Source: an optimization exercise on an open RTL-to-GDS flow (aim: small area, a short achievable clock period and few clock cycles per item). Production flows keep margins and buffers that such runs may drop. RTL that was checked went through simulation tests only; none was proved equivalent to the original. Only the layout flow was run in runs 1 to 3; the RTL was not checked for function there. No activity file was given, so power comes from the tool's default toggle rates.

==> flow/design.v <==
module pf_engine (
    input  wire        clk,
    input  wire        rst,
    input  wire        cmd_valid,
    output wire        cmd_ready,
    input  wire [1:0]  cmd_op,
    input  wire [7:0]  cmd_klen,
    input  wire [7:0]  cmd_tlen,
    input  wire        in_valid,
    output wire        in_ready,
    input  wire [7:0]  in_data,
    output wire        out_valid,
    input  wire        out_ready,
    output wire [7:0]  out_data,
    output wire        done,
    output wire [2:0]  err_code,
    output wire [15:0] err_info
);
    localparam OP_ENC = 2'd0, OP_DEC = 2'd1, OP_MAT = 2'd2;
    localparam SC_NONE = 2'd0, SC_EMPTY = 2'd1, SC_ODD = 2'd2, SC_BAD = 2'd3;
    localparam IS_IDLE = 2'd0, IS_CAP = 2'd1, IS_STREAM = 2'd2;
    function [5:0] alpha(input integer i);
        alpha = (i < 26) ? (6'd33 + i) : (i - 10);
    endfunction
    reg [1:0] ist;
    reg       cmd_ready_r, in_ready_r;
    reg [1:0] op_in;
    reg [7:0] krem, trem;
    reg [1:0] sc_in;
    reg       started;
    reg       init_req;
    reg [7:0] mb, sb;
    reg       m_v, s_v;
    reg       m_first, m_last, m_text, m_null;
    reg       s_first, s_last, s_text, s_null;
    reg       m_okE, m_okD, m_sp, m_low;
    reg       s_okE, s_okD, s_sp, s_low;
    wire i_up  = (in_data >= 8'h41 && in_data <= 8'h5a);
    wire i_low = (in_data >= 8'h61 && in_data <= 8'h7a);
    wire i_dig = (in_data >= 8'h30 && in_data <= 8'h39);
    wire i_sp  = (in_data == 8'h20);
    assign cmd_ready = cmd_ready_r;
    assign in_ready  = in_ready_r;
    wire cmd_fire = cmd_valid & cmd_ready_r;
    wire in_fire  = in_valid & in_ready_r;
    wire cap_op3  = (op_in == 2'd3);
    wire cap_kz   = (krem == 8'd0);
    wire cap_tz   = (trem == 8'd0);
    wire cap_has  = !cap_op3 & (!cap_kz | (!op_in[1] & !cap_tz));
    wire null_fire = (ist == IS_CAP) & !cap_has & !s_v;
    wire rem_last = (krem == 8'd1 & trem == 8'd0) | (krem == 8'd0 & trem == 8'd1);
    wire enq      = in_fire | null_fire;
    wire e_first  = null_fire | !started;
    wire e_last   = null_fire | rem_last;
    wire e_text   = !null_fire & (krem == 8'd0);
    wire e_null   = null_fire;
    reg  [5:0]  L [0:35];
    reg  [5:0]  nkey;        
    wire [35:0] T;           
    genvar gt;
    generate for (gt = 0; gt < 36; gt = gt + 1) begin : g_t
        assign T[gt] = (nkey <= gt);
    end endgenerate
    wire [5:0] s = {mb[6], mb[4:0]};
    wire [35:0] m;
    genvar gi;
    generate for (gi = 0; gi < 36; gi = gi + 1) begin : g_cmp
        assign m[gi] = (L[gi] == s);
    end endgenerate
    wire [35:0] ge0 = m;
    wire [35:0] ge1 = ge0 | {1'b0,  ge0[35:1]};
    wire [35:0] ge2 = ge1 | {2'b0,  ge1[35:2]};
    wire [35:0] ge3 = ge2 | {4'b0,  ge2[35:4]};
    wire [35:0] ge4 = ge3 | {8'b0,  ge3[35:8]};
    wire [35:0] ge5 = ge4 | {16'b0, ge4[35:16]};
    wire [35:0] ge  = ge5 | {32'b0, ge5[35:32]};
    wire [35:0] firstcell = T & ~{T[34:0], 1'b0};
    wire [35:0] region    = T & ge;
    wire [5:0] row_s, col_s;
    generate for (gi = 0; gi < 6; gi = gi + 1) begin : g_rc
        assign row_s[gi] = |m[6*gi +: 6];
        assign col_s[gi] = m[gi] | m[gi+6] | m[gi+12] | m[gi+18] | m[gi+24] | m[gi+30];
    end endgenerate
    wire is_space = m_sp;
    wire ok_enc   = m_okE;
    wire ok_dec   = m_okD;
    wire [7:0] mb_up = m_low ? {mb[7:6], 1'b0, mb[4:0]} : mb;
    reg [1:0] op_a;
    reg [1:0] sc_a;
    reg       err_i;
    reg       pok;           
    reg       openc;         
    reg       have_a;
    reg [5:0] pa_r, pa_c;
    reg [2:0] err_r;
    reg [15:0] info_r;       
    reg [5:0] cur_r, cur_c, nxt_r, nxt_c;
    reg       busy_b, has_nxt, mat_mode, end_b;
    reg [7:0] f0, f1;
    reg       v0, v1;
    reg       done_r;
    wire room      = !v1;
    wire emit      = busy_b & room;
    wire cur_last  = cur_r[5] & cur_c[5];
    wire last_emit = mat_mode ? cur_last : !has_nxt;
    wire busy_after = busy_b & !(emit & last_emit);
    wire ev_key  = m_v & !m_text & !m_null;
    wire ev_text = m_v & m_text;
    wire op_enc  = openc;
    wire proc_en = ev_text & !m_first & pok;
    wire t_space = op_enc & is_space;
    wire t_ok    = op_enc ? ok_enc : ok_dec;
    wire t_bad   = proc_en & !t_space & !t_ok;
    wire t_sym   = proc_en & !t_space & t_ok;
    wire t_pair  = t_sym & have_a;
    wire have_n  = t_sym ? !have_a : have_a;
    wire pad     = ev_text & m_last & op_enc & proc_en & !t_bad & have_n;
    wire [1:0] sc_now = m_first ? sc_in : sc_a;
    wire [1:0] op_now = m_first ? op_in : op_a;
    wire is_end  = m_v & m_last & !pad;
    wire mat_end = is_end & (op_now == OP_MAT);
    wire need_b  = (ev_text & t_pair) | mat_end | ev_key;
    wire need_c  = ev_text | is_end;
    wire stall   = (need_b & busy_after) | (need_c & (end_b | done_r));
    wire hold_f  = init_req & m_first;
    wire take    = m_v & !stall & !hold_f;
    wire do_init = init_req & (!m_v | m_first) & !busy_after;
    wire do_ins  = m_v & !m_text & !m_null & ok_enc & !busy_after &
                   !(m_last & (end_b | done_r)) & !(init_req & m_first);
    wire dec_dir = (op_a == OP_DEC);
    function [5:0] step(input [5:0] x, input d);
        step = d ? {x[0], x[5:1]} : {x[4:0], x[5]};
    endfunction
    wire sr = |(pa_r & row_s);
    wire scl = |(pa_c & col_s);
    wire colrule = scl & !sr;
    wire [5:0] c0_r = colrule ? step(pa_r, dec_dir) : pa_r;
    wire [5:0] c0_c = sr ? step(pa_c, dec_dir) : (scl ? pa_c : col_s);
    wire [5:0] c1_r = colrule ? step(row_s, dec_dir) : row_s;
    wire [5:0] c1_c = sr ? step(col_s, dec_dir) : (scl ? col_s : pa_c);
    wire load_pair = m_v & m_text & !m_first & pok & have_a & t_ok & !t_space &
                     !busy_after & !end_b & !done_r;
    wire load_mat  = take & mat_end;
    wire end_now   = take & is_end;
    wire [7:0] pidx_n = (take & ev_text & !err_i & !t_bad & !t_space) ? info_r[15:8] + 8'd1
                                                                   : info_r[15:8];
    wire       err_n  = (err_i & !m_first) | t_bad;
    wire [7:0] eb_n   = t_bad ? (op_enc ? mb_up : mb) : info_r[7:0];
    reg [5:0] rd;
    integer k;
    always @(*) begin
        rd = 6'd0;
        for (k = 0; k < 36; k = k + 1)
            rd = rd | (L[k] & {6{cur_r[k/6] & cur_c[k%6]}});
    end
    wire [7:0] rd_ascii = {1'b0, rd[5], ~rd[5], rd[4:0]};
    wire consume = take;
    wire pop     = v0 & out_ready;
    reg        m_v_n, s_v_n, mf_n, sf_n;
    always @(*) begin
        m_v_n = m_v;
        s_v_n = s_v;
        if (take & pad) begin
            m_v_n = 1'b1;
            if (enq) s_v_n = 1'b1;
        end else if (s_v) begin
            if (consume) begin m_v_n = 1'b1; s_v_n = 1'b0; end
        end else if (!m_v | consume) begin
            m_v_n = enq;
        end else if (enq) begin
            s_v_n = 1'b1;
        end
    end
    wire [1:0] ist_n = cmd_fire ? IS_CAP :
                       (ist == IS_CAP) ? (cap_has ? IS_STREAM : (null_fire ? IS_IDLE : IS_CAP)) :
                       (ist == IS_STREAM && in_fire && rem_last) ? IS_IDLE : ist;
    wire mfirst_n = (take & pad) ? 1'b0 :
                    (s_v & consume) ? s_first :
                    (!s_v & (!m_v | consume)) ? (enq & e_first) : (m_v & m_first);
    wire sfirst_n = (take & pad) ? (s_v ? s_first : (enq & e_first)) :
                    (s_v & consume) ? 1'b0 :
                    s_v ? s_first :
                    (!s_v & m_v & !consume) ? (enq & e_first) : 1'b0;
    always @(posedge clk) begin
        if (cmd_ready_r) begin
            op_in <= cmd_op;
            krem  <= cmd_klen;
            trem  <= cmd_tlen;
        end
        if (ist == IS_CAP) begin
            sc_in <= cap_op3 ? SC_BAD :
                     (!op_in[1] & cap_kz) ? SC_EMPTY :
                     (op_in == OP_DEC & trem[0]) ? SC_ODD : SC_NONE;
            if (op_in[1]) trem <= 8'd0;
            if (cap_op3)  krem <= 8'd0;
            started <= 1'b0;
        end else if (ist == IS_STREAM && in_fire) begin
            started <= 1'b1;
            if (krem != 8'd0) krem <= krem - 8'd1;
            else              trem <= trem - 8'd1;
        end
        if (take & pad) begin
            mb <= 8'h58;
            m_first <= 1'b0; m_last <= 1'b1; m_text <= 1'b1; m_null <= 1'b0;
            m_okE <= 1'b1; m_okD <= 1'b1; m_sp <= 1'b0; m_low <= 1'b0;
            if (!s_v) begin
                sb <= in_data;
                s_first <= e_first; s_last <= e_last; s_text <= e_text; s_null <= e_null;
                s_okE <= i_up | i_low | i_dig; s_okD <= i_up | i_dig; s_sp <= i_sp; s_low <= i_low;
            end
        end else if (s_v) begin
            if (consume) begin
                mb <= sb;
                m_first <= s_first; m_last <= s_last; m_text <= s_text; m_null <= s_null;
                m_okE <= s_okE; m_okD <= s_okD; m_sp <= s_sp; m_low <= s_low;
            end
        end else begin
            if (!m_v | consume) begin
                mb <= in_data;
                m_first <= e_first; m_last <= e_last; m_text <= e_text; m_null <= e_null;
                m_okE <= i_up | i_low | i_dig; m_okD <= i_up | i_dig; m_sp <= i_sp; m_low <= i_low;
            end
            sb <= in_data;
            s_first <= e_first; s_last <= e_last; s_text <= e_text; s_null <= e_null;
            s_okE <= i_up | i_low | i_dig; s_okD <= i_up | i_dig; s_sp <= i_sp; s_low <= i_low;
        end
        if (do_init) begin : init_blk
            integer i;
            for (i = 0; i < 36; i = i + 1) L[i] <= alpha(i);
            nkey <= 6'd0;
        end else if (do_ins) begin : ins_blk
            integer i;
            for (i = 0; i < 36; i = i + 1)
                if (region[i])
                    L[i] <= firstcell[i] ? s : L[(i + 35) % 36];
            if (|(firstcell & region)) nkey <= nkey + 6'd1;
        end
        if (take) begin
            if (m_first) begin
                pok    <= (sc_in == SC_NONE);
                openc  <= (op_in == OP_ENC);
                op_a   <= op_in;
                sc_a   <= sc_in;
                have_a <= 1'b0;
                err_i  <= 1'b0;
            end
            if (ev_text) begin
                if (t_sym & !have_a) begin
                    pa_r <= row_s;
                    pa_c <= col_s;
                end
                have_a <= have_n;
                if (t_bad) begin err_i <= 1'b1; pok <= 1'b0; end
                info_r <= {pidx_n, eb_n};
            end
            if (is_end) begin
                err_r  <= (sc_now == SC_BAD)   ? 3'd5 :
                          (sc_now == SC_EMPTY) ? 3'd3 :
                          (sc_now == SC_ODD)   ? 3'd4 :
                          err_n                ? 3'd1 : 3'd0;
                info_r <= (sc_now == SC_BAD)   ? 16'd3 :
                          (sc_now == SC_EMPTY) ? 16'd2 :
                          (sc_now == SC_ODD)   ? {pidx_n, 8'd0} :
                          err_n                ? {pidx_n, eb_n} : 16'd0;
            end
        end
        if (done_r) info_r <= 16'd0;
        if (load_pair) begin
            cur_r <= c0_r; cur_c <= c0_c;
            nxt_r <= c1_r; nxt_c <= c1_c;
        end else if (load_mat) begin
            cur_r <= 6'b000001; cur_c <= 6'b000001;
        end else if (emit) begin
            if (mat_mode) begin
                if (cur_c[5]) begin
                    cur_c <= 6'b000001;
                    cur_r <= {cur_r[4:0], cur_r[5]};
                end else begin
                    cur_c <= {cur_c[4:0], cur_c[5]};
                end
            end else begin
                cur_r <= nxt_r; cur_c <= nxt_c;
            end
        end
        if (!v0 | pop) f0 <= v1 ? f1 : rd_ascii;
        if (!v1)       f1 <= rd_ascii;
        if (rst) begin
            ist         <= IS_IDLE;
            cmd_ready_r <= 1'b1;
            in_ready_r  <= 1'b0;
            init_req    <= 1'b0;
            m_v         <= 1'b0;
            s_v         <= 1'b0;
            busy_b      <= 1'b0;
            has_nxt     <= 1'b0;
            mat_mode    <= 1'b0;
            end_b       <= 1'b0;
            v0          <= 1'b0;
            v1          <= 1'b0;
            done_r      <= 1'b0;
            info_r      <= 16'd0;
            err_i       <= 1'b0;
        end else begin
            ist         <= ist_n;
            cmd_ready_r <= (ist_n == IS_IDLE) & !mfirst_n & !sfirst_n;
            in_ready_r  <= (ist_n == IS_STREAM) & !s_v_n;
            m_v         <= m_v_n;
            s_v         <= s_v_n;
            if (ist == IS_CAP & ist_n != IS_CAP) init_req <= !cap_op3;
            else if (do_init)                     init_req <= 1'b0;
            if (load_pair) begin
                busy_b <= 1'b1; has_nxt <= 1'b1; mat_mode <= 1'b0;
            end else if (load_mat) begin
                busy_b <= 1'b1; has_nxt <= 1'b0; mat_mode <= 1'b1;
            end else if (emit) begin
                if (last_emit) begin busy_b <= 1'b0; mat_mode <= 1'b0; end
                if (!mat_mode) has_nxt <= 1'b0;
            end
            v0 <= v1 ? 1'b1 : (v0 ? (!pop | emit) : emit);
            v1 <= v1 ? !pop : (v0 & !pop & emit);
            done_r <= end_b & !busy_after & !(load_pair | load_mat) &
                      !(v1 ? 1'b1 : (v0 ? (!pop | emit) : emit)) &
                      !(v1 ? !pop : (v0 & !pop & emit));
            if (end_now)                  end_b <= 1'b1;
            else if (end_b & !busy_after &
                     !(v1 ? 1'b1 : (v0 ? (!pop | emit) : emit)) &
                     !(v1 ? !pop : (v0 & !pop & emit)))
                                          end_b <= 1'b0;
        end
    end
    assign out_valid = v0;
    assign out_data  = f0;
    assign done      = done_r;
    assign err_code  = err_r;
    assign err_info  = info_r;
endmodule
==> flow/flow/run.sh <==
#!/bin/bash
set -euo pipefail
bash standard.sh BUFFER_PORTS_ARGS="-buffer_cell sky130_fd_sc_hd__buf_4" \
    SETUP_SLACK_MARGIN=6.8 TNS_END_PERCENT=100 finish > standard_flow.log 2>&1
==> flow/standard.sh <==
#!/bin/bash
# synth_recipe.tcl (not shown) runs the flow's synth.tcl, then flattens the netlist and writes it again
# the make line also repeats each setting of config.mk as NAME=value (left out here)
make -C /OpenROAD-flow-scripts/flow DESIGN_CONFIG=/design/flow/config.mk WORK_HOME=/design/flow/orfs CLKGATE_MAP_FILE= SYNTH_SCRIPT=/design/flow/synth_recipe.tcl "${@:-finish}"
==> flow/config.mk <==
export PLATFORM = sky130hd
export DESIGN_NAME = pf_engine
export DESIGN_NICKNAME = pf_engine
export VERILOG_FILES = /design/flow/design.v
export SDC_FILE = /design/flow/constraint.sdc
export NUM_CORES = 4
export LEC_CHECK = 0
export CAP_MARGIN = 20
export CORE_MARGIN = 2
export CORE_UTILIZATION = 40
export CTS_BUF_LIST = sky130_fd_sc_hd__clkbuf_8 sky130_fd_sc_hd__clkbuf_16
export CTS_CLUSTER_DIAMETER = 100
export CTS_CLUSTER_SIZE = 25
export SLEW_MARGIN = 20
==> flow/constraint.sdc <==
create_clock -name core_clock -period 10.0 [get_ports {clk}]
set_input_delay 2.0000 -clock core_clock [delete_from_list [all_inputs] [get_ports {clk}]]
set_output_delay 2.0000 -clock core_clock [all_outputs]
set_load 0.01 [all_outputs]
==> results.sh, run 1 <==
export IMPL_outcome="timing/DRC/antenna clean"
export IMPL_worst_slack_ns=6.48
export IMPL_cts_sinks=368
export IMPL_wl_um=101000
export IMPL_maxSlewHeadroom_pct=31.3
export IMPL_ys_seq_elements=368
export IMPL_clk_latency_ns=0.60
export IMPL_hold_ws_ns=0.464
export IMPL_rsz0062_at_grt="true"
export IMPL_synth_nets=2757
export IMPL_synth_edf_count=74
export IMPL_die_h_um=240
export IMPL_areaGrowthSynthToFinish_pct=19.8
export IMPL_numCtsBuffers=21
export IMPL_critPathMaxStageDelay_ns=0.76
export IMPL_overflow=0
export IMPL_clk_pin_slew_ns=0.10
export IMPL_num_nets_final=2848
export IMPL_die_area_sq_mm=0.0576
export IMPL_critPathSlowestCell="dfxtp_1"
export IMPL_final_hold_violation_count=0
export IMPL_clock_path_buffers=3
export IMPL_instances_no_fill=3567
export IMPL_portBuffers=61
export IMPL_setup_viol=0
export IMPL_startpoint_type="register"
export IMPL_drive_gt1_share_pct=19.0
export IMPL_grt_pass1_vias=21011
export IMPL_route_detailed_drc=0
export IMPL_dp_final_hpwl_um=66500
export IMPL_final_min_clock_period_ns=3.52
export IMPL_timing_max_cap_violations=0
export IMPL_dpl_cell_area_sq_mm=0.0233
export IMPL_finalInstanceArea_sq_mm=0.0267
export IMPL_htreeDepth=1
export IMPL_track_usage_pct=33.6
export IMPL_tightest_slew_ns=1.03
export IMPL_power_density_mw_per_mm2=189
export IMPL_cp_arrival_ns=4.01
export IMPL_tns_ns=0
export IMPL_ant_nets=0
export IMPL_hold_path_class="reg2reg"
export IMPL_firstDrtPassIters=7
export IMPL_cts_root_buf="clkbuf_16"
export IMPL_ys_flop_type="dfxtp_1"
export IMPL_dp_cells=3379
export IMPL_drtIter0Drc=3550
export IMPL_crit_chain="nand2_1 > inv_1 > nand2_1 > nand3_2 > o221ai_1 > nor4_4 > and4_4 > a21oi_4 > a22o_1"
export IMPL_endpoint_kind="register"
export IMPL_synthDistinctLibCells=87
export IMPL_async_flop_share_pct=0
export IMPL_post_route_period_util_pct=35.2
export IMPL_die_w_um=240
export IMPL_grt_max_degree=72
export IMPL_coreArea_sq_mm=0.0551
export IMPL_ios=62
export IMPL_globalplace_congestion=1.02
export IMPL_synth_seq_area_share_pct=36.4
export IMPL_power_total_mw=5.04
export IMPL_path_class="reg2reg"
export IMPL_irDropWorstVdd_v=0.000111
export IMPL_grt_pass1_wl_um=144000
export IMPL_leakage_nw=10.7
export IMPL_synthesis_area_sq_mm=0.0223
export IMPL_path_max_fanout=14
export IMPL_rows=86
export IMPL_ys_warnings_count=2
export IMPL_vias=23157
export IMPL_netlist_instances=2714
export IMPL_skew_ns=0.0492
export IMPL_viasPerCell=6.49
export IMPL_required_ns=10.49
export IMPL_cts_tree="done"
export IMPL_final_max_slew_violation_count=0
export IMPL_avgSynthCellArea_sq_um=8.21
export IMPL_final_core_util_pct=48.5
export IMPL_antenna_cells=0
export IMPL_start_util_pct=40.5
export IMPL_wl_per_cell_um=28.2
export IMPL_max_freq_mhz=284
export IMPL_antenna_found_initial=3
export IMPL_cpMostUsedCell="nand2_1"
export IMPL_place_ws_ns=4.88
## where the power goes
part           internal (mW)  switching [mW]
Sequential              1.72           0.384
Clock                  0.406           0.578
Combinational          0.861            1.09
## cell type report
class                      count  area (sq um)
multi-input combinational   2112         14200
clock buffer                  21           526
fill                        5335         28400
tap                          748           936
sequential                   368          8150
clock inverter                16           141
inverter                      46           180
timing repair buffer         256          2570
## cell families after synthesis
kind of cell             after synthesis  synth area share [%]
AO/OA/AOI/OAI                        613                  18.8
XOR/XNOR                             224                  8.80
adder cells (fa/ha/maj)               12                 0.674
buffers and inverters                242                  5.02
flip-flops                           368                  36.4
multiplexers                         188                  8.69
AND/OR/NAND/NOR                     1067                  21.7
## cells in the mapped netlist (14+ instances only)
library cell	n	share of area [%]
nor2_1	297	5.0
clkbuf_1	155	2.6
dfxtp_1	294	26
nand3_1	157	3.5
mux2i_1	143	6.4
nor2b_1	14	0.39
o21ai_0	104	2.3
o22ai_1	17	0.48
nand4_1	38	1.1
nor4_1	39	1.1
a222oi_1	19	0.85
o211ai_1	42	1.4
nand2_1	374	6.3
edfxtp_1	74	10
inv_1	41	0.69
a311oi_1	20	0.79
mux2_2	40	2.0
a22oi_1	60	2.0
xor2_1	106	4.2
xnor2_1	118	4.6
a22o_1	19	0.75
o311ai_0	39	1.5
and3_1	25	0.70
nor3_1	48	1.1
a211oi_1	44	1.5
a21oi_1	149	3.3
nand2b_1	20	0.56
## flip-flops by register name (all words and copies together), names as in the netlist, 8 cells and up
signal and count:
f0 8, sb 8, trem 8, L 216, mb 8, info_r 16
f1 8, krem 8
## critical path: cells and delay by family (launching register included)
kind                   cells  cell delay, ns
AND/OR/NAND/NOR            5            1.85
flip-flops                 1            0.76
AO/OA/AOI/OAI              3            0.68
buffers and inverters      1            0.14
## timing repair
action | 4_1_cts | 5_1_grt
setup buffers | 87 | 49
gates resized for setup | 162 | 102
gates cloned | 11 | 4
hold buffers | 0 | 0
endpoints found under the hold margin | 0 | 0
endpoints found under the setup margin | 336 | 221
pin swaps | 46 | 49
## cells in the final DEF, fill, tap and decap left out, drive strengths merged, types with 42 or more instances in the layout
master and instances:
a211oi 45, a21oi 150, a22oi 61, buf 250
dfxtp 294, edfxtp 74, inv 53, mux2 45
mux2i 143, nand2 375, nand3 162, nor2 301
nor3 48, o211ai 42, o21ai 116, xnor2 118
xor2 106
## per-layer routing
layer  vias to the layer above  GRT usage [%]  routed length, um
li1                      10025              -                  -
met1                     11163           45.8              41100
met2                      1565           48.5              40800
met3                       396           8.56              11800
met4                         8           17.5               6850
met5                         -           1.13                126
## path summary, 6_finish.rpt
| check | slack (ns) | cells past startpoint | from | end |
|---|---|---|---|---|
| worst max-delay path | 6.48 | 9 | nkey[4]$_SDFFE_PP0P_ | nkey[5]$_SDFFE_PP0P_ |
| worst min-delay path | 0.46 | 2 | f1[1]$_DFF_P_ | f1[1]$_DFF_P_ |
| worst min register to register | 0.46 | 2 | f1[1]$_DFF_P_ | f1[1]$_DFF_P_ |
| worst max register to register | 6.48 | 9 | nkey[4]$_SDFFE_PP0P_ | nkey[5]$_SDFFE_PP0P_ |
==> run 2, diff against run 1 <==
--- a/flow/design.v
+++ b/flow/design.v
@@ -98,6 +98,6 @@
     reg       busy_b, has_nxt, mat_mode, end_b;
-    reg [7:0] f0, f1;
-    reg       v0, v1;
+    reg [7:0] f0;
+    reg       v0;
     reg       done_r;
-    wire room      = !v1;
+    wire room      = !v0 | out_ready;
     wire emit      = busy_b & room;
@@ -235,3 +235,3 @@
                     L[i] <= firstcell[i] ? s : L[(i + 35) % 36];
-            if (|(firstcell & region)) nkey <= nkey + 6'd1;
+            if (|(m & T)) nkey <= nkey + 6'd1;
         end
@@ -284,4 +284,3 @@
         end
-        if (!v0 | pop) f0 <= v1 ? f1 : rd_ascii;
-        if (!v1)       f1 <= rd_ascii;
+        if (emit) f0 <= rd_ascii;
         if (rst) begin
@@ -298,3 +297,2 @@
             v0          <= 1'b0;
-            v1          <= 1'b0;
             done_r      <= 1'b0;
@@ -318,11 +316,8 @@
             end
-            v0 <= v1 ? 1'b1 : (v0 ? (!pop | emit) : emit);
-            v1 <= v1 ? !pop : (v0 & !pop & emit);
+            v0 <= emit | (v0 & !out_ready);
             done_r <= end_b & !busy_after & !(load_pair | load_mat) &
-                      !(v1 ? 1'b1 : (v0 ? (!pop | emit) : emit)) &
-                      !(v1 ? !pop : (v0 & !pop & emit));
+                      !emit & !(v0 & !out_ready);
             if (end_now)                  end_b <= 1'b1;
             else if (end_b & !busy_after &
-                     !(v1 ? 1'b1 : (v0 ? (!pop | emit) : emit)) &
-                     !(v1 ? !pop : (v0 & !pop & emit)))
+                     !emit & !(v0 & !out_ready))
                                           end_b <= 1'b0;
--- a/flow/config.mk
+++ b/flow/config.mk
@@ -10,5 +10,2 @@
 export CORE_UTILIZATION = 40
-export CTS_BUF_LIST = sky130_fd_sc_hd__clkbuf_8 sky130_fd_sc_hd__clkbuf_16
-export CTS_CLUSTER_DIAMETER = 100
-export CTS_CLUSTER_SIZE = 25
 export SLEW_MARGIN = 20
==> run 2 against run 1 <==
Effect of this change:
- still clean on timing, DRC and antenna
- clock power is 65% higher
- core utilization is 2.6 points higher
- first-iteration DRC count is 2.0% lower
- count of clock-buffer cells in the layout is 37 higher
- wire length is 2.9% lower
- register-to-register slack better by 0.20 ns
- cell area is 3.2% higher
- non-clock buffer count is 25 higher
- synthesized area is 1.9% lower
- maximum frequency is 5.5% higher
- global-route usage is 0.76 points lower
- critical endpoint is now L[1][5]$_SDFFE_PP1P_
- highest routed layer unchanged
==> results.sh, run 2 <==
export IMPL_ys_warnings_count=2
export IMPL_timing_rr_end="f0[6]$_DFFE_PP_"
export IMPL_async_flop_share_pct=0
export IMPL_place_ws_ns=5.06
export IMPL_globalplace_congestion=1.02
export IMPL_critPathSlowestCell="or3_4"
export IMPL_ios=62
export IMPL_dpl_cell_area_sq_mm=0.0229
export IMPL_grt_max_degree=71
export IMPL_outcome="timing/DRC/antenna clean"
export IMPL_synth_top_area_share_pct=26.1
export IMPL_path_max_fanout=5
export IMPL_timing_max_cap_violations=0
export IMPL_critPathBufInv=4
export IMPL_vias=22240
export IMPL_irDropWorstVdd_v=0.000120
export IMPL_reg2regPathDepth=7
export IMPL_cts_tree="done"
export IMPL_post_route_period_util_pct=33.3
export IMPL_setup_viol=0
export IMPL_wl_um=97700
export IMPL_ys_flop_type="dfxtp_1"
export IMPL_rrSetupSlack_ns=6.68
export IMPL_startpoint_type="input port"
export IMPL_htreeDepth=2
export IMPL_start_util_pct=40.6
export IMPL_route_detailed_drc=0
export IMPL_leakage_nw=11.4
export IMPL_ys_seq_elements=358
export IMPL_skew_ns=0.0270
export IMPL_maxSlewHeadroom_pct=28.8
export IMPL_final_hold_violation_count=0
export IMPL_cts_root_buf="clkbuf_16"
export IMPL_hold_start="krem[7]$_DFF_P_"
export IMPL_numCtsBuffers=41
export IMPL_hold_ws_ns=0.473
export IMPL_clk_latency_ns=0.63
export IMPL_wl_per_cell_um=28.9
export IMPL_max_freq_mhz=300
export IMPL_worst_slack_ns=6.67
export IMPL_areaGrowthSynthToFinish_pct=26.0
export IMPL_die_area_sq_mm=0.0566
export IMPL_grt_pass1_wl_um=139000
export IMPL_die_h_um=238
export IMPL_finalInstanceArea_sq_mm=0.0276
export IMPL_rows=85
export IMPL_crit_start="out_ready"
export IMPL_holdPathStages=2
export IMPL_num_nets_final=2699
export IMPL_cp_arrival_ns=3.88
export IMPL_rsz0062_at_grt="true"
export IMPL_path_class="in2reg"
export IMPL_synth_nets=2558
export IMPL_netlist_instances=2515
export IMPL_die_w_um=238
export IMPL_drive_gt1_share_pct=23.4
export IMPL_top_register="L"
export IMPL_dp_final_hpwl_um=61300
export IMPL_drtIter0Drc=3480
export IMPL_crit_family="simple AND/OR/NAND/NOR gates"
export IMPL_cpMostUsedCell="buf_6"
export IMPL_instances_no_fill=3387
export IMPL_synthTopCellsByArea="dfxtp_1, mux2i_1, edfxtp_1, xor2_1, nor2_1"
export IMPL_tns_ns=0
export IMPL_layout_commonest_cell="dfxtp_1"
export IMPL_firstDrtPassIters=9
export IMPL_r2r_start="cur_c[0]$_DFFE_PP_"
export IMPL_track_usage_pct=32.8
export IMPL_overflow=0
export IMPL_ant_nets=0
export IMPL_coreArea_sq_mm=0.0539
export IMPL_endpoint_kind="register"
export IMPL_cts_sinks=358
export IMPL_largest_register_ffs=216
export IMPL_portBuffers=60
export IMPL_synth_seq_area_share_pct=36.1
export IMPL_final_cell_mix="dfxtp_1, nor2_1, mux2i_1"
export IMPL_final_min_clock_period_ns=3.33
export IMPL_clk_pin_slew_ns=0.06
export IMPL_holdBufCountCts=0
export IMPL_hold_path_class="reg2reg"
export IMPL_viasPerCell=6.57
export IMPL_yosys_area_top_type="dfxtp_1"
export IMPL_power_density_mw_per_mm2=191
export IMPL_final_max_slew_violation_count=0
export IMPL_largestRegisters="L x216, info_r x16"
export IMPL_synth_most_common_cell="dfxtp_1"
export IMPL_yosys_top_cells_count="dfxtp_1, nor2_1, mux2i_1"
export IMPL_crit_chain="buf_6 > nand2b_4 > nand2_8 > o21a_4 > or3_4 > buf_6 > a311oi_4 > buf_4 > clkbuf_16 > nor3_4 > a21oi_1"
export IMPL_antenna_found_initial=5
export IMPL_hold_end="krem[7]$_DFF_P_"
export IMPL_tightest_slew_ns=1.06
export IMPL_synthDistinctLibCells=86
export IMPL_synth_edf_count=73
export IMPL_dp_cells=3114
export IMPL_clock_path_buffers=3
export IMPL_synthesis_area_sq_mm=0.0219
export IMPL_grt_pass1_vias=20407
export IMPL_critPathMaxStageDelay_ns=0.41
export IMPL_required_ns=10.55
export IMPL_avgSynthCellArea_sq_um=8.70
run 2: cell count changes after synthesis, moves of 35 or more:
cell     previous run  this run
xor2_1            106       158
mux2i_1           143       240
xnor2_1           118        66
a21oi_1           149       114
nand3_1           157       102
nand2_1           374       238
run 2: area by class of cell:
cell class / instances / area (sq um)
antenna: 4 / 10.0
clock buffer: 58 / 1190
clock inverter: 16 / 228
fill: 4870 / 26400
inverter: 50 / 198
multi-input combinational: 1924 / 14100
sequential: 358 / 7940
tap: 696 / 871
timing repair buffer: 281 / 2970
run 2: cell families after synthesis:
| group | Yosys count | share of synthesized area [%] |
|---|---|---|
| AO/OA/AOI/OAI | 568 | 18.1 |
| XOR/XNOR | 224 | 8.97 |
| adder cells (fa/ha/maj) | 12 | 0.687 |
| buffers and inverters | 240 | 5.06 |
| flip-flops | 358 | 36.1 |
| multiplexers | 291 | 13.6 |
| other | 1 | 0.0171 |
| AND/OR/NAND/NOR | 821 | 17.5 |
run 2: worst max path at each step:
stage	endpoint	slack [ns]	depth (start not counted)
finish	L[1][5]$_SDFFE_PP1P_	6.67	11
global route	nkey[4]$_SDFFE_PP0P_	6.65	11
CTS	L[1][2]$_SDFFE_PP0P_	6.73	10
detailed placement	L[9][0]$_SDFFE_PP0P_	5.06	9
global placement	L[9][4]$_SDFFE_PP0P_	5.16	9
floorplan	L[1][4]$_SDFFE_PP0P_	6.39	9
run 2: power breakdown:
group	total (mW)	switching, mW	internal [mW]	leakage [nW]
Sequential	2.03	0.360	1.67	3.03
Combinational	1.62	0.880	0.735	7.68
Clock	1.62	0.677	0.945	0.706
Total	5.27	1.92	3.35	11.4
run 2: metrics by stage:
| stage | util [%] | power (mW) |
|---|---|---|
| detailed placement | 42.4 | 3.16 |
| global route | 51.1 | 5.44 |
| CTS | 48.5 | 5.03 |
| global placement | 42.3 | 3.14 |
| finish | 51.1 | 5.27 |
| floorplan | - | 2.77 |
run 2: per-layer routing:
layer	track usage (%)	up-vias	routed length (um)
li1	-	9508	-
met1	42.1	10715	37600
met2	49.3	1564	41500
met3	8.42	449	11100
met4	20.4	4	7510
met5	0	-	27
run 2: what timing repair did:
action,CTS,global route
resized for setup,133,139
cloned,11,9
pin swaps,39,51
endpoints found under the setup margin,334,236
setup buffers,105,70
run 2: worst reg2reg max path, cell delays in order (launching register included):
cell,delay [ns]
edfxtp_1,0.67
buf_4,0.33
inv_1,0.37
a21oi_1,0.09
or4_1,0.67
nor4_2,0.52
and4_1,0.36
inv_1,0.06
==> run 3, diff against run 2 <==
==> flow/flow/run.sh (replaced) <==
#!/bin/bash
set -euo pipefail
bash standard.sh BUFFER_PORTS_ARGS="-buffer_cell sky130_fd_sc_hd__buf_4" \
    SETUP_SLACK_MARGIN=7.2 TNS_END_PERCENT=100 finish > standard_flow.log 2>&1
==> run 3 against run 2 <==
Effect of this change:
- first-iteration DRC count rose by 19%
- synthesized cell count did not move
- register-to-register slack got worse by 0.05 ns
- sequential share of layout area fell by 4.0 points
- critical path type is now reg2reg
- core utilization rose by 8.7 points
- worst setup slack got worse by 0.038 ns
- synthesized area did not move
- global-route usage rose by 5.3 points
==> results.sh, run 3 <==
export IMPL_outcome="timing/DRC/antenna clean"
export IMPL_grt_max_degree=36
export IMPL_rows=85
export IMPL_cts_root_buf="clkbuf_16"
export IMPL_ys_seq_elements=358
export IMPL_drive_gt1_share_pct=38.9
export IMPL_synth_nets=2558
export IMPL_wl_um=114000
export IMPL_critPathBufInv=7
export IMPL_dp_final_hpwl_um=61700
export IMPL_final_hold_violation_count=0
export IMPL_areaGrowthSynthToFinish_pct=47.4
export IMPL_track_usage_pct=38.1
export IMPL_synthesis_area_sq_mm=0.0219
export IMPL_vias=24682
export IMPL_setup_viol=0
export IMPL_timing_max_cap_violations=0
export IMPL_route_detailed_drc=0
export IMPL_required_ns=10.34
export IMPL_tightest_slew_ns=1.17
export IMPL_synthDistinctLibCells=86
export IMPL_largest_register_ffs=216
export IMPL_power_density_mw_per_mm2=179
export IMPL_hold_path_class="reg2reg"
export IMPL_top_register="L"
export IMPL_critPathMaxStageDelay_ns=0.53
export IMPL_synthTopCellsByArea="dfxtp_1, mux2i_1, edfxtp_1, xor2_1, nor2_1"
export IMPL_path_max_fanout=7
export IMPL_leakage_nw=13.2
export IMPL_maxSlewHeadroom_pct=21.4
export IMPL_max_freq_mhz=297
export IMPL_grt_pass1_wl_um=159000
export IMPL_htreeDepth=2
export IMPL_rsz0062_at_grt="true"
export IMPL_critPathSlowestCell="dfxtp_4"
export IMPL_endpoint_kind="register"
export IMPL_final_cell_mix="dfxtp_1, mux2i_1, buf_4"
export IMPL_firstDrtPassIters=13
export IMPL_die_area_sq_mm=0.0566
export IMPL_synth_edf_count=73
export IMPL_async_flop_share_pct=0
export IMPL_crit_chain="buf_16 > buf_12 > buf_4 > buf_4 > xnor2_1 > nand4_1 > nor3_2 > nand4b_1 > buf_4 > a22o_4 > nor3_4 > buf_6 > buf_4 > o211ai_1 > o311ai_4"
export IMPL_startpoint_type="register"
export IMPL_ios=62
export IMPL_skew_ns=0.0447
export IMPL_drtIter0Drc=4141
export IMPL_clock_path_buffers=3
export IMPL_crit_family="buffers and inverters"
export IMPL_antenna_found_initial=9
export IMPL_post_route_period_util_pct=33.7
export IMPL_tns_ns=0
export IMPL_ys_warnings_count=2
export IMPL_synth_seq_area_share_pct=36.1
export IMPL_die_w_um=238
export IMPL_avgSynthCellArea_sq_um=8.70
export IMPL_final_max_slew_violation_count=0
export IMPL_synth_most_common_cell="dfxtp_1"
export IMPL_path_class="reg2reg"
export IMPL_grt_pass1_vias=22966
export IMPL_overflow=0
export IMPL_cp_arrival_ns=3.72
export IMPL_wl_per_cell_um=31.6
export IMPL_cpMostUsedCell="buf_4"
export IMPL_viasPerCell=6.85
export IMPL_cts_tree="done"
export IMPL_netlist_instances=2515
export IMPL_clk_latency_ns=0.64
export IMPL_num_nets_final=2908
export IMPL_yosys_area_top_type="dfxtp_1"
export IMPL_place_ws_ns=5.31
export IMPL_die_h_um=238
export IMPL_largestRegisters="L x216, info_r x16"
export IMPL_cts_sinks=358
export IMPL_irDropWorstVdd_v=0.000144
export IMPL_ys_flop_type="dfxtp_1"
export IMPL_synth_top_area_share_pct=26.1
export IMPL_worst_slack_ns=6.63
export IMPL_layout_commonest_cell="dfxtp_1"
export IMPL_portBuffers=60
export IMPL_numCtsBuffers=42
export IMPL_yosys_top_cells_count="dfxtp_1, nor2_1, mux2i_1"
export IMPL_final_min_clock_period_ns=3.37
export IMPL_coreArea_sq_mm=0.0539
export IMPL_clk_pin_slew_ns=0.06
export IMPL_globalplace_congestion=1.08
export IMPL_start_util_pct=40.6
export IMPL_ant_nets=0
[run 3: per-stage QoR]
step	instance area (sq um)	hold WS, ns	util [%]	total power, mW	std cells
2_1_floorplan	22400	0.435	-	2.78	2515
3_3_place_gp	22900	0.449	42.5	3.15	3113
3_5_place_dp	22900	0.478	42.5	3.18	3113
4_1_cts	30300	0.490	56.2	5.41	3509
5_1_grt	32200	0.510	59.8	5.89	3595
6_report	32200	0.485	59.8	5.76	3602
[run 3: cell type report]
| class | count | area [sq um] |
|---|---|---|
| inverters | 50 | 218 |
| repair inverters | 1 | 11.3 |
| well taps | 696 | 871 |
| clock buffers | 52 | 1150 |
| flip-flops and latches | 358 | 8000 |
| repair buffers | 469 | 5700 |
| diodes | 7 | 17.5 |
| multi-input cells | 1943 | 15900 |
| fillers | 4289 | 21700 |
| clock inverters | 26 | 335 |
[run 3: kinds of logic (layout without fill, tap and decap cells)]
kind of cell               Yosys count  after routing  synth area share, %
and+or+nand+nor                    821            838                 17.5
other                                1              8               0.0171
muxes                              291            291                 13.6
DFF                                358            358                 36.1
AOI/OAI and AO/OA                  568            577                 18.1
xor gates and xnor gates           224            224                 8.97
adders and majority gates           12             12                0.687
buffers and inverters              240            598                 5.06
[run 3: path summary, 6_finish.rpt]
check	from	to	slack (ns)	depth (start not counted)
worst min register to register	mb[7]$_SDFFE_PP0P_	info_r[7]$_SDFFE_PP0P_	0.49	2
worst max-delay path	mb[2]$_SDFFE_PP0P_	cur_r[1]$_DFFE_PP_	6.63	15
worst min-delay path	mb[7]$_SDFFE_PP0P_	info_r[7]$_SDFFE_PP0P_	0.49	2
worst max register to register	mb[2]$_SDFFE_PP0P_	cur_r[1]$_DFFE_PP_	6.63	15
[run 3: tightest hold or removal path: stages (launching register included)]
cell and delay, ns:
dfxtp_1 0.33, nand2_1 0.06, a21oi_1 0.05
[run 3: report_power, final]
part           switching (mW)  internal, mW
sequential              0.394          1.67
combinational            1.08         0.942
clock                   0.710         0.968
[run 3: what timing repair did]
item	4_1_cts	5_1_grt
pin swaps	182	157
endpoints found under the setup margin	381	372
buffers inserted	255	85
gates resized for setup	588	296
hold buffers	0	0
cloned	63	1
[run 3: metal layers]
metal / GRT usage, % / vias up / part of all wire [%]
li1: - / 9986 / -
met1: 45.9 / 11826 / 35
met2: 55.4 / 2094 / 41
met3: 14.5 / 766 / 14
met4: 27.7 / 10 / 9.9
met5: 0 / - / 0.054
==> run 4, diff against run 3 <==
--- a/flow/design.v
+++ b/flow/design.v
@@ -57,8 +57,3 @@
     reg  [5:0]  L [0:35];
-    reg  [5:0]  nkey;        
-    wire [35:0] T;           
-    genvar gt;
-    generate for (gt = 0; gt < 36; gt = gt + 1) begin : g_t
-        assign T[gt] = (nkey <= gt);
-    end endgenerate
+    reg  [35:0] T;           
     wire [5:0] s = {mb[6], mb[4:0]};
@@ -98,6 +93,6 @@
     reg       busy_b, has_nxt, mat_mode, end_b;
-    reg [7:0] f0;
-    reg       v0;
+    reg [7:0] f0, f1;
+    reg       v0, v1;
     reg       done_r;
-    wire room      = !v0 | out_ready;
+    wire room      = !v1;
     wire emit      = busy_b & room;
@@ -116,3 +111,4 @@
     wire have_n  = t_sym ? !have_a : have_a;
-    wire pad     = ev_text & m_last & op_enc & proc_en & !t_bad & have_n;
+    wire pad     = ev_text & m_last & op_enc & !m_first & pok &
+                   (ok_enc ? !have_a : (is_space & have_a));
     wire [1:0] sc_now = m_first ? sc_in : sc_a;
@@ -120,8 +116,7 @@
     wire is_end  = m_v & m_last & !pad;
-    wire mat_end = is_end & (op_now == OP_MAT);
-    wire need_b  = (ev_text & t_pair) | mat_end | ev_key;
-    wire need_c  = ev_text | is_end;
-    wire stall   = (need_b & busy_after) | (need_c & (end_b | done_r));
+    wire mat_end = m_v & m_last & !m_text & (op_now == OP_MAT);
+    wire stall_t = (t_pair & busy_after) | end_b | done_r;
+    wire stall_n = ((!m_null | mat_end) & busy_after) | (m_last & (end_b | done_r));
     wire hold_f  = init_req & m_first;
-    wire take    = m_v & !stall & !hold_f;
+    wire take    = m_v & !hold_f & !(m_text ? stall_t : stall_n);
     wire do_init = init_req & (!m_v | m_first) & !busy_after;
@@ -144,4 +139,4 @@
     wire end_now   = take & is_end;
-    wire [7:0] pidx_n = (take & ev_text & !err_i & !t_bad & !t_space) ? info_r[15:8] + 8'd1
-                                                                   : info_r[15:8];
+    wire [7:0] pidx_p = info_r[15:8] + 8'd1;
+    wire [7:0] pidx_n = (take & ev_text & !err_i & !t_bad & !t_space) ? pidx_p : info_r[15:8];
     wire       err_n  = (err_i & !m_first) | t_bad;
@@ -229,3 +224,3 @@
             for (i = 0; i < 36; i = i + 1) L[i] <= alpha(i);
-            nkey <= 6'd0;
+            T <= {36{1'b1}};
         end else if (do_ins) begin : ins_blk
@@ -235,3 +230,3 @@
                     L[i] <= firstcell[i] ? s : L[(i + 35) % 36];
-            if (|(m & T)) nkey <= nkey + 6'd1;
+            T <= T & ~(firstcell & region);
         end
@@ -284,3 +279,4 @@
         end
-        if (emit) f0 <= rd_ascii;
+        if (!v0 | pop) f0 <= v1 ? f1 : rd_ascii;
+        if (!v1)       f1 <= rd_ascii;
         if (rst) begin
@@ -297,2 +293,3 @@
             v0          <= 1'b0;
+            v1          <= 1'b0;
             done_r      <= 1'b0;
@@ -316,8 +313,11 @@
             end
-            v0 <= emit | (v0 & !out_ready);
+            v0 <= v1 ? 1'b1 : (v0 ? (!pop | emit) : emit);
+            v1 <= v1 ? !pop : (v0 & !pop & emit);
             done_r <= end_b & !busy_after & !(load_pair | load_mat) &
-                      !emit & !(v0 & !out_ready);
+                      !(v1 ? 1'b1 : (v0 ? (!pop | emit) : emit)) &
+                      !(v1 ? !pop : (v0 & !pop & emit));
             if (end_now)                  end_b <= 1'b1;
             else if (end_b & !busy_after &
-                     !emit & !(v0 & !out_ready))
+                     !(v1 ? 1'b1 : (v0 ? (!pop | emit) : emit)) &
+                     !(v1 ? !pop : (v0 & !pop & emit)))
                                           end_b <= 1'b0;
==> flow/flow/run.sh (replaced) <==
#!/bin/bash
set -euo pipefail
bash standard.sh BUFFER_PORTS_ARGS="-buffer_cell sky130_fd_sc_hd__buf_4" \
    SETUP_SLACK_MARGIN=6.8 TNS_END_PERCENT=100 finish > standard_flow.log 2>&1
--- a/flow/config.mk
+++ b/flow/config.mk
@@ -7,5 +7,7 @@
 export LEC_CHECK = 0
-export CAP_MARGIN = 20
+export CAP_MARGIN = 25
 export CORE_MARGIN = 2
-export CORE_UTILIZATION = 40
-export SLEW_MARGIN = 20
+export CORE_UTILIZATION = 50
+export CTS_CLUSTER_DIAMETER = 100
+export CTS_CLUSTER_SIZE = 25
+export SLEW_MARGIN = 25
==> run 4 against run 3 <==
Effect of this change:
- combinational power is 23% lower
- core utilization fell by 2.9 points
- critical path type unchanged
- flip-flop and latch count is 40 higher
- count of clock-buffer cells in the layout shrank 21
- largest power group unchanged
- non-clock buffer count shrank 271
- worst setup slack gained 0.16 ns
==> results.sh, run 4 <==
export IMPL_htreeDepth=1
export IMPL_yosys_top_cells_count="dfxtp_1, nor2_1, nand2_1"
export IMPL_route_detailed_drc=0
export IMPL_overflow=0
export IMPL_grt_pass1_wl_um=124000
export IMPL_final_max_slew_violation_count=0
export IMPL_hold_path_class="reg2reg"
export IMPL_die_h_um=217
export IMPL_grt_pass1_vias=19254
export IMPL_reg2regPathDepth=12
export IMPL_cp_arrival_ns=3.52
export IMPL_hold_end="f1[5]$_DFF_P_"
export IMPL_largestRegisters="L x216, T x36, info_r x16"
export IMPL_required_ns=10.30
export IMPL_final_hold_violation_count=0
export IMPL_tns_ns=0
export IMPL_max_freq_mhz=311
export IMPL_portBuffers=61
export IMPL_netlist_instances=2617
export IMPL_endpoint_kind="register"
export IMPL_wl_per_cell_um=26.3
export IMPL_coreArea_sq_mm=0.0451
export IMPL_rrSetupSlack_ns=6.79
export IMPL_post_route_period_util_pct=32.1
export IMPL_cts_root_buf="clkbuf_16"
export IMPL_async_flop_share_pct=0
export IMPL_power_density_mw_per_mm2=184
export IMPL_holdPathStages=1
export IMPL_final_cell_mix="dfxtp_1, nor2_1, nand2_1"
export IMPL_clk_pin_slew_ns=0.11
export IMPL_die_area_sq_mm=0.0471
export IMPL_globalplace_congestion=1.00
export IMPL_ant_nets=0
export IMPL_track_usage_pct=34.5
export IMPL_rsz0062_at_grt="true"
export IMPL_ys_warnings_count=2
export IMPL_maxSlewHeadroom_pct=34.1
export IMPL_drive_gt1_share_pct=13.8
export IMPL_path_class="reg2reg"
export IMPL_hold_start="f1[5]$_DFF_P_"
export IMPL_synth_nets=2655
export IMPL_timing_rr_end="cur_r[4]$_DFFE_PP_"
export IMPL_ys_flop_type="dfxtp_1"
export IMPL_cts_sinks=398
export IMPL_synth_top_area_share_pct=28.6
export IMPL_path_max_fanout=8
export IMPL_wl_um=85200
export IMPL_num_nets_final=2670
export IMPL_ys_seq_elements=398
export IMPL_tightest_slew_ns=0.983
export IMPL_drtIter0Drc=2777
export IMPL_antenna_found_initial=2
export IMPL_areaGrowthSynthToFinish_pct=13.2
export IMPL_startpoint_type="register"
export IMPL_synthesis_area_sq_mm=0.0227
export IMPL_antenna_cells=0
export IMPL_dp_final_hpwl_um=55800
export IMPL_synthTopCellsByArea="dfxtp_1, edfxtp_1, mux2i_1, xor2_1, nor2_1"
export IMPL_avgSynthCellArea_sq_um=8.66
export IMPL_start_util_pct=50.3
export IMPL_numCtsBuffers=20
export IMPL_synthDistinctLibCells=91
export IMPL_die_w_um=217
export IMPL_setup_viol=0
export IMPL_synth_seq_area_share_pct=38.4
export IMPL_clk_latency_ns=0.58
export IMPL_vias=21246
export IMPL_top_register="L"
export IMPL_skew_ns=0.0196
export IMPL_irDropWorstVdd_v=0.000133
export IMPL_holdBufCountCts=0
export IMPL_leakage_nw=10.2
export IMPL_r2r_start="mb[2]$_SDFFE_PP0P_"
export IMPL_viasPerCell=6.55
export IMPL_synth_edf_count=74
export IMPL_yosys_area_top_type="dfxtp_1"
export IMPL_grt_max_degree=85
export IMPL_cts_tree="done"
export IMPL_final_min_clock_period_ns=3.21
export IMPL_rows=78
export IMPL_final_core_util_pct=56.9
export IMPL_synth_most_common_cell="dfxtp_1"
export IMPL_firstDrtPassIters=8
export IMPL_clock_path_buffers=3
export IMPL_ios=62
export IMPL_power_total_mw=4.73
export IMPL_hold_ws_ns=0.465
export IMPL_largest_register_ffs=216
export IMPL_timing_max_cap_violations=0
export IMPL_outcome="timing/DRC/antenna clean"
export IMPL_layout_commonest_cell="dfxtp_1"
run 4: cell count changes in the layout (fill, tap and decap cells not counted), sizes merged, moves of 26 or more:
cell    previous run  this run
mux2              51         5
buf              459       192
nor2             266       296
xnor2             66        29
a21oi            115       141
xor2             158       194
dfxtp            285       324
nand3            111        62
mux2i            240       187
nand2            238       274
a211oi            58       102
run 4: stage by stage:
stage | cells | area, sq um | worst slack (ns)
finish | 3244 | 25700 | 6.79
global route | 3244 | 25700 | 6.69
CTS | 3184 | 24700 | 6.76
detailed placement | 3101 | 23100 | 5.74
global placement | 3101 | 23100 | 5.68
floorplan | 2617 | 22700 | 6.82
run 4: kinds of logic (layout without fill, tap and decap cells):
| kind of cell | after synthesis | after routing | share of synthesized area [%] |
|---|---|---|---|
| buffers and inverters | 263 | 286 | 5.55 |
| and+or+nand+nor | 846 | 848 | 17.2 |
| AOI/OAI and AO/OA | 688 | 690 | 21.2 |
| DFF | 398 | 398 | 38.4 |
| adders and majority gates | 7 | 7 | 0.386 |
| xor gates and xnor gates | 223 | 223 | 8.68 |
| muxes | 192 | 192 | 8.50 |
run 4: worst max-delay path: stages (launching register included):
cell       delay [ns]
dfxtp_4          0.44
buf_6            0.15
buf_4            0.16
xor2_2           0.18
nor4_2           0.09
a22oi_1          0.23
or4b_4           0.55
a22o_1           0.25
a2111oi_4        0.19
buf_4            0.23
nand3_4          0.17
mux2i_1          0.21
o22ai_1          0.08
run 4: how the worst max path moves through the flow:
| stage | startpoint | to | slack, ns | depth (start not counted) |
|---|---|---|---|---|
| after floorplan | in_valid | trem[6]$_DFF_P_ | 6.82 | 6 |
| after global placement | mb[6]$_SDFFE_PP1P_ | L[21][2]$_SDFFE_PP1P_ | 5.68 | 11 |
| after detailed placement | mb[6]$_SDFFE_PP1P_ | cur_r[4]$_DFFE_PP_ | 5.74 | 11 |
| after CTS | mb[3]$_SDFFE_PP1P_ | L[3][2]$_SDFFE_PP1P_ | 6.76 | 11 |
| after global routing | mb[2]$_SDFFE_PP0P_ | cur_r[5]$_DFFE_PP_ | 6.69 | 12 |
| final | mb[2]$_SDFFE_PP0P_ | cur_r[4]$_DFFE_PP_ | 6.79 | 12 |
run 4: layer usage:
layer  GRT usage [%]  vias up  routed length [um]
met1            48.2    10227               35300
met4            14.8        6                4470
met2            51.8     1238               36200
li1                -     9456                   -
met5               0        -                  47
met3            7.03      319                9180
run 4: layout make-up:
type	count	area, sq um
clock buffer	31	583
clock inverter	3	28.8
fill	4114	19400
inverter	54	206
multi-input combinational	1960	13300
sequential	398	8740
tap	600	751
timing repair buffer	198	2040
run 4: timing repair:
item,in CTS,in global routing
endpoints found under the hold margin,0,0
setup buffers,40,54
setup endpoints to repair,350,207
cloned,9,5
resized for setup,74,85
pin swaps,11,24
run 4: where the power goes:
| part | switching (mW) | leakage (nW) | internal, mW |
|---|---|---|---|
| Combinational | 0.872 | 6.59 | 0.681 |
| Clock | 0.576 | 0.296 | 0.411 |
| Sequential | 0.355 | 3.35 | 1.83 |
Testbench counts of run 4, summed over its fixed seeds: cycles 24,755, bytes 24,035.
==> run 5, diff against run 4 <==
--- a/flow/config.mk
+++ b/flow/config.mk
@@ -7,7 +7,7 @@
 export LEC_CHECK = 0
-export CAP_MARGIN = 25
+export CAP_MARGIN = 20
 export CORE_MARGIN = 2
-export CORE_UTILIZATION = 50
+export CORE_UTILIZATION = 40
 export CTS_CLUSTER_DIAMETER = 100
-export CTS_CLUSTER_SIZE = 25
-export SLEW_MARGIN = 25
+export CTS_CLUSTER_SIZE = 30
+export SLEW_MARGIN = 20
==> run 5 against run 4 <==
Effect of this change:
- maximum frequency shrank 1.3%
- largest power group unchanged
- power grew 1.0%
- critical endpoint is now f0[6]$_DFFE_PP_
- final cell count grew 4.6%
- synthesized area is the same
- die area grew 25%
==> results.sh, run 5 <==
export IMPL_tightest_slew_ns=1.10
export IMPL_p_seq_share_pct=45.7
export IMPL_cts_root_buf="clkbuf_16"
export IMPL_async_flop_share_pct=0
export IMPL_clk_latency_ns=0.58
export IMPL_die_w_um=242
export IMPL_viasPerCell=6.18
export IMPL_timing_rr_end="f0[6]$_DFFE_PP_"
export IMPL_overflow=0
export IMPL_top_layer_used="met4"
export IMPL_ys_warnings_count=2
export IMPL_cp_arrival_ns=3.54
export IMPL_rsz0062_at_grt="true"
export IMPL_finalInstanceArea_sq_mm=0.0259
export IMPL_largestRegisters="L x216, T x36, info_r x16"
export IMPL_ys_seq_elements=398
export IMPL_globalplace_congestion=1.02
export IMPL_final_cell_mix="dfxtp_1, nor2_1, nand2_1"
export IMPL_rows=87
export IMPL_skew_ns=0.0269
export IMPL_place_ws_ns=5.44
export IMPL_tns_ns=0
export IMPL_drtIter0Drc=2835
export IMPL_power_switching_mw=1.83
export IMPL_vias=20962
export IMPL_layout_commonest_cell="dfxtp_1"
export IMPL_rrSetupSlack_ns=6.74
export IMPL_endpoint_kind="register"
export IMPL_htreeDepth=1
export IMPL_post_route_period_util_pct=32.6
export IMPL_ant_nets=0
export IMPL_num_nets_final=2661
export IMPL_grt_max_degree=95
export IMPL_setup_viol=0
export IMPL_clkPwrFrac_pct=21.0
export IMPL_final_hold_violation_count=0
export IMPL_firstDrtPassIters=8
export IMPL_r2r_start="cur_c[1]$_DFFE_PP_"
export IMPL_synth_nets=2655
export IMPL_n_fill_cell=5489
export IMPL_timing_max_cap_violations=0
export IMPL_synthesis_area_sq_mm=0.0227
export IMPL_instances_no_fill=3394
export IMPL_synthTopCellsByArea="dfxtp_1, edfxtp_1, mux2i_1, xor2_1, nor2_1"
export IMPL_largest_register_ffs=216
export IMPL_dp_cells=3255
export IMPL_hold_start="f1[5]$_DFF_P_"
export IMPL_track_usage_pct=27.1
export IMPL_top_register="L"
export IMPL_hold_path_class="reg2reg"
export IMPL_worst_slack_ns=6.74
export IMPL_irDropWorstVdd_v=0.000151
export IMPL_portBuffers=61
export IMPL_route_met3_wl_um=8920
export IMPL_holdPathStages=1
export IMPL_dp_final_hpwl_um=55600
export IMPL_startpoint_type="register"
export IMPL_wl_met2_um=36600
export IMPL_cts_sinks=398
export IMPL_numCtsBuffers=19
export IMPL_start_util_pct=40.4
export IMPL_synth_seq_area_share_pct=38.4
export IMPL_required_ns=10.28
export IMPL_avgSynthCellArea_sq_um=8.66
export IMPL_outcome="timing/DRC/antenna clean"
export IMPL_clk_pin_slew_ns=0.11
export IMPL_power_frac_comb_pct=33.4
export IMPL_max_freq_mhz=307
export IMPL_path_class="reg2reg"
export IMPL_areaGrowthSynthToFinish_pct=14.3
export IMPL_synth_edf_count=74
export IMPL_coreArea_sq_mm=0.0562
export IMPL_grt_pass1_wl_um=124000
export IMPL_ys_flop_type="dfxtp_1"
export IMPL_final_max_slew_violation_count=0
export IMPL_maxSlewHeadroom_pct=26.2
export IMPL_leakage_nw=10.2
export IMPL_route_detailed_drc=0
export IMPL_antenna_found_initial=2
export IMPL_yosys_top_cells_count="dfxtp_1, nor2_1, nand2_1"
export IMPL_routedLengthMet1_um=35000
export IMPL_synth_top_area_share_pct=28.6
export IMPL_grt_pass1_vias=19411
export IMPL_hold_ws_ns=0.464
export IMPL_wl_per_cell_um=25.0
export IMPL_reg2regPathDepth=8
export IMPL_path_max_fanout=29
export IMPL_wl_um=84700
export IMPL_power_density_mw_per_mm2=184
export IMPL_dpl_cell_area_sq_mm=0.0233
export IMPL_power_total_mw=4.78
export IMPL_crit_path_end="f0[6]$_DFFE_PP_"
export IMPL_final_min_clock_period_ns=3.26
export IMPL_cts_tree="done"
export IMPL_yosys_area_top_type="dfxtp_1"
export IMPL_drive_gt1_share_pct=14.0
export IMPL_netlist_instances=2617
export IMPL_final_core_util_pct=46.2
export IMPL_crit_start="cur_c[1]$_DFFE_PP_"
export IMPL_ios=62
export IMPL_synthDistinctLibCells=91
export IMPL_synth_most_common_cell="dfxtp_1"
export IMPL_internal_power_mw=2.94
export IMPL_sw_frac_of_total_pct=38.4
export IMPL_die_h_um=242
export IMPL_die_area_sq_mm=0.0586
export IMPL_clock_path_buffers=3
==> run 5: worst min-delay path by stage <==
stage                         end  slack [ns]
global route        f1[6]$_DFF_P_        0.48
finish              f1[5]$_DFF_P_        0.46
global placement    f1[5]$_DFF_P_        0.43
floorplan           f1[0]$_DFF_P_        0.42
detailed placement  f1[5]$_DFF_P_        0.44
CTS                 f1[6]$_DFF_P_        0.46
==> run 5: logic make-up (layout without fill, tap and decap cells) <==
group,count (synthesis),after routing,share of synthesized area (%)
buf+inv,263,276,5.55
compound gates,688,689,21.2
xor+xnor,223,223,8.68
simple gates,846,849,17.2
other cells,0,4,0
fa+ha+maj,7,7,0.386
flops,398,398,38.4
mux,192,192,8.50
==> run 5: worst max-delay path, cell delays in order (launching register included) <==
cell and delay [ns]:
edfxtp_1 0.37, buf_4 0.28, and2_1 0.27, a32oi_1 0.35, nand4_1 0.15, a211oi_1 0.36, o2111ai_1 0.20, nor3_1 0.82
a21oi_1 0.12
==> run 5: metal layers <==
layer | up-vias | track usage, %
met1 | 10090 | 36.6
li1 | 9415 | -
met2 | 1175 | 41.6
met4 | 0 | 12.2
met3 | 282 | 5.77
met5 | - | 0
==> run 5: timing repair <==
action	in CTS	in global routing
pin swaps	8	24
cloned	3	8
endpoints found under the setup margin	367	295
buffers inserted	40	52
gates resized for setup	79	104
endpoints found under the hold margin	0	0
hold buffers	0	0
==> run 5: area by class of cell <==
cell class                      count  area, sq um  area share, %
Inverter                           54          206          0.796
Timing Repair Buffer              190         1920           7.41
Multi-Input combinational cell   1960        13500           52.0
Antenna cell                        4         10.0         0.0386
Clock inverter                      8          126          0.487
Clock buffer                       24          504           1.94
Tap cell                          756          946           3.65
Sequential cell                   398         8740           33.7
==> run 5: power groups by stage <==
stage          sequential, mW  clock (mW)  combinational [mW]
2_1_floorplan            2.02           0               0.978
3_3_place_gp             2.22           0                1.13
3_5_place_dp             2.22           0                1.15
4_1_cts                  2.15        1.02                1.35
5_1_grt                  2.19        1.07                1.70
6_report                 2.18        1.00                1.59
==> run 6, diff against run 5 <==
--- a/flow/config.mk
+++ b/flow/config.mk
@@ -11,3 +11,3 @@
 export CTS_CLUSTER_DIAMETER = 100
-export CTS_CLUSTER_SIZE = 30
+export CTS_CLUSTER_SIZE = 25
 export SLEW_MARGIN = 20
==> run 6 against run 5 <==
Effect of this change:
- wire length rose by 0.43%
- cell area is 0.40% lower
- non-clock buffer count decreased by 4
- power down 1.4%
- still clean
- sequential power is essentially flat
- largest power group unchanged
- worst setup slack better by 0.031 ns
- via count is essentially flat
- final cell count fell by 0.21%
- critical path depth is 4 higher
- die area unchanged
==> results.sh, run 6 <==
export IMPL_cts_tree="done"
export IMPL_critPathBufInv=3
export IMPL_areaGrowthSynthToFinish_pct=13.9
export IMPL_largestRegisters="L x216, T x36, info_r x16"
export IMPL_cp_arrival_ns=3.53
export IMPL_cpMostUsedCell="nand3_4"
export IMPL_synthesis_area_sq_mm=0.0227
export IMPL_netlist_instances=2617
export IMPL_power_total_mw=4.71
export IMPL_drtIter0Drc=2644
export IMPL_ant_nets=0
export IMPL_critPathMaxStageDelay_ns=0.49
export IMPL_required_ns=10.31
export IMPL_vias=20944
export IMPL_firstDrtPassIters=7
export IMPL_final_max_slew_violation_count=0
export IMPL_place_ws_ns=5.44
export IMPL_wl_met2_um=36600
export IMPL_layout_commonest_cell="dfxtp_1"
export IMPL_outcome="timing/DRC/antenna clean"
export IMPL_die_h_um=242
export IMPL_reg2regPathDepth=12
export IMPL_ys_warnings_count=2
export IMPL_leakage_nw=10.2
export IMPL_holdBufCountCts=0
export IMPL_worst_slack_ns=6.77
export IMPL_clk_latency_ns=0.58
export IMPL_die_w_um=242
export IMPL_synthDistinctLibCells=91
export IMPL_crit_chain="buf_16 > buf_4 > xor2_1 > nor4_2 > o2bb2a_2 > nand3_4 > o21a_1 > a2111oi_4 > buf_6 > nand3_4 > mux2i_1 > o22ai_1"
export IMPL_hold_path_class="reg2reg"
export IMPL_coreArea_sq_mm=0.0562
export IMPL_dp_final_hpwl_um=55600
export IMPL_holdPathStages=2
export IMPL_crit_start="mb[2]$_SDFFE_PP0P_"
export IMPL_final_min_clock_period_ns=3.23
export IMPL_timing_rr_end="cur_r[2]$_DFFE_PP_"
export IMPL_max_freq_mhz=310
export IMPL_path_max_fanout=8
export IMPL_final_cell_mix="dfxtp_1, nor2_1, nand2_1"
export IMPL_portBuffers=61
export IMPL_timing_max_cap_violations=0
export IMPL_num_nets_final=2658
export IMPL_synth_edf_count=74
export IMPL_path_depth=12
export IMPL_ios=62
export IMPL_globalplace_congestion=1.02
export IMPL_setup_viol=0
export IMPL_wl_um=85100
export IMPL_tightest_slew_ns=1.11
export IMPL_yosys_area_top_type="dfxtp_1"
export IMPL_top_layer_used="met5"
export IMPL_rrSetupSlack_ns=6.77
export IMPL_post_route_period_util_pct=32.3
export IMPL_drive_gt1_share_pct=13.4
export IMPL_grt_max_degree=95
export IMPL_largest_register_ffs=216
export IMPL_ys_seq_elements=398
export IMPL_dp_cells=3255
export IMPL_power_density_mw_per_mm2=182
export IMPL_rows=87
export IMPL_antenna_found_initial=3
export IMPL_htreeDepth=1
export IMPL_hold_start="f1[6]$_DFF_P_"
export IMPL_synth_seq_area_share_pct=38.4
export IMPL_synth_top_area_share_pct=28.6
export IMPL_clk_pin_slew_ns=0.10
export IMPL_irDropWorstVdd_v=0.000125
export IMPL_cts_root_buf="clkbuf_16"
export IMPL_avgSynthCellArea_sq_um=8.66
export IMPL_wl_per_cell_um=25.1
export IMPL_final_hold_violation_count=0
export IMPL_rsz0062_at_grt="true"
export IMPL_critPathSlowestCell="dfxtp_4"
export IMPL_synthTopCellsByArea="dfxtp_1, edfxtp_1, mux2i_1, xor2_1, nor2_1"
export IMPL_numCtsBuffers=21
export IMPL_route_detailed_drc=0
export IMPL_ys_flop_type="dfxtp_1"
export IMPL_async_flop_share_pct=0
export IMPL_synth_most_common_cell="dfxtp_1"
export IMPL_skew_ns=0.0212
export IMPL_overflow=0
export IMPL_startpoint_type="register"
export IMPL_maxSlewHeadroom_pct=25.3
export IMPL_endpoint_kind="register"
export IMPL_crit_family="compound AO/OA/AOI/OAI gates"
export IMPL_instances_no_fill=3387
export IMPL_antenna_cells=0
export IMPL_die_area_sq_mm=0.0586
export IMPL_cts_sinks=398
export IMPL_grt_pass1_vias=19357
export IMPL_route_met3_wl_um=9320
export IMPL_tns_ns=0
export IMPL_r2r_start="mb[2]$_SDFFE_PP0P_"
export IMPL_top_register="L"
export IMPL_routedLengthMet1_um=34900
export IMPL_synth_nets=2655
export IMPL_yosys_top_cells_count="dfxtp_1, nor2_1, nand2_1"
export IMPL_track_usage_pct=27.0
export IMPL_crit_path_end="cur_r[2]$_DFFE_PP_"
export IMPL_clock_path_buffers=3
export IMPL_path_class="reg2reg"
export IMPL_grt_pass1_wl_um=123000
export IMPL_start_util_pct=40.4
export IMPL_viasPerCell=6.18
==> run 6: cell types whose count changed in the layout (fill, tap and decap cells not counted), sizes merged, moves of 2 or more <==
cell and change:
buf -7, clkbuf +6, diode -4, bufbuf +2, clkinv -2, nand2 -2
==> run 6: where the power goes <==
part           leakage (nW)  switching, mW  internal [mW]  total, mW
Clock                 0.295          0.586          0.405      0.992
Sequential             3.35          0.349           1.83       2.18
Combinational          6.53          0.865          0.668       1.53
==> run 6: layer usage <==
layer  up-vias  global-route usage [%]
li1       9406                       -
met1     10046                    35.9
met2      1200                    41.9
met3       288                    5.93
met4         4                    12.2
met5         -                       0
==> run 6: kinds of logic after synthesis <==
| family | Yosys count | synth area share, % |
|---|---|---|
| simple gates | 846 | 17.2 |
| compound gates | 688 | 21.2 |
| flops | 398 | 38.4 |
| buf+inv | 263 | 5.55 |
| xor+xnor | 223 | 8.68 |
| mux | 192 | 8.50 |
| fa+ha+maj | 7 | 0.386 |
==> run 6: cell type report <==
cell class                      count  area [sq um]
Clock buffer                       29           556
Clock inverter                      5          60.1
Fill cell                        5536         30300
Inverter                           54           206
Multi-Input combinational cell   1959         13400
Sequential cell                   398          8740
Tap cell                          756           946
Timing Repair Buffer              186          1930
==> run 6: per-stage QoR <==
stage	cell area [sq um]	util (%)	hold WS (ns)
2_1_floorplan	22700	-	0.418
3_3_place_gp	23300	41.5	0.434
3_5_place_dp	23300	41.5	0.441
4_1_cts	24700	43.9	0.462
5_1_grt	25800	46.0	0.483
6_report	25800	46.0	0.462
==> run 6: how the worst min path moves through the flow <==
stage / end
final: f1[6]$_DFF_P_
after detailed placement: f1[5]$_DFF_P_
after global placement: f1[5]$_DFF_P_
after floorplan: f1[0]$_DFF_P_
after global routing: f1[6]$_DFF_P_
after CTS: f1[6]$_DFF_P_
==> run 6: worst reg2reg max path, cell delays in order (launching register included) <==
cell and delay (ns):
dfxtp_4 0.49, buf_16 0.19, buf_4 0.13, xor2_1 0.20
nor4_2 0.10, o2bb2a_2 0.34, nand3_4 0.20, o21a_1 0.30
a2111oi_4 0.35, buf_6 0.21, nand3_4 0.14, mux2i_1 0.21
o22ai_1 0.11
==> run 6: what timing repair did <==
| action | CTS | global route |
|---|---|---|
| setup buffers | 32 | 55 |
| pin swaps | 6 | 18 |
| endpoints found under the setup margin | 367 | 299 |
| gates cloned | 2 | 9 |
| resized for setup | 81 | 88 |

[afterwards: timing with drivers on the ports]
The flow's constraints put no driver on any port. The routed layouts listed below were extracted and timed again, unchanged, in two steps. Step 1: set_driving_cell puts a clkbuf_16 on clk and a buf_2 on each other input, an assumption about the parent block. Step 2 adds t to the input delays and takes it off the output delays; t is the mean of the earliest and latest rising clock arrival at the registers after step 1. Input paths then give back, and output paths get back, about the clock's delay inside the block. Three values: ideal, step 1, step 2; two values: the first two.
run	shift t [ns]	slack for setup (ns)	clock arrival spread, ns
run 1	0.633	6.482 / 6.482 / 6.316	0.049 / 0.049
run 2	0.671	6.666 / 6.681 / 6.010	0.027 / 0.027
run 3	0.675	6.628 / 6.628 / 6.038	0.045 / 0.045
run 4	0.633	6.786 / 6.755 / 6.462	0.020 / 0.019
run 5	0.625	6.743 / 6.743 / 6.446	0.027 / 0.027
run 6	0.632	6.774 / 6.774 / 6.425	0.021 / 0.022
After both steps setup and hold are still met in every run listed. For run 2, which loses most, drivers alone change the setup slack by +0.015 ns; drivers and shift together by -0.656 ns.
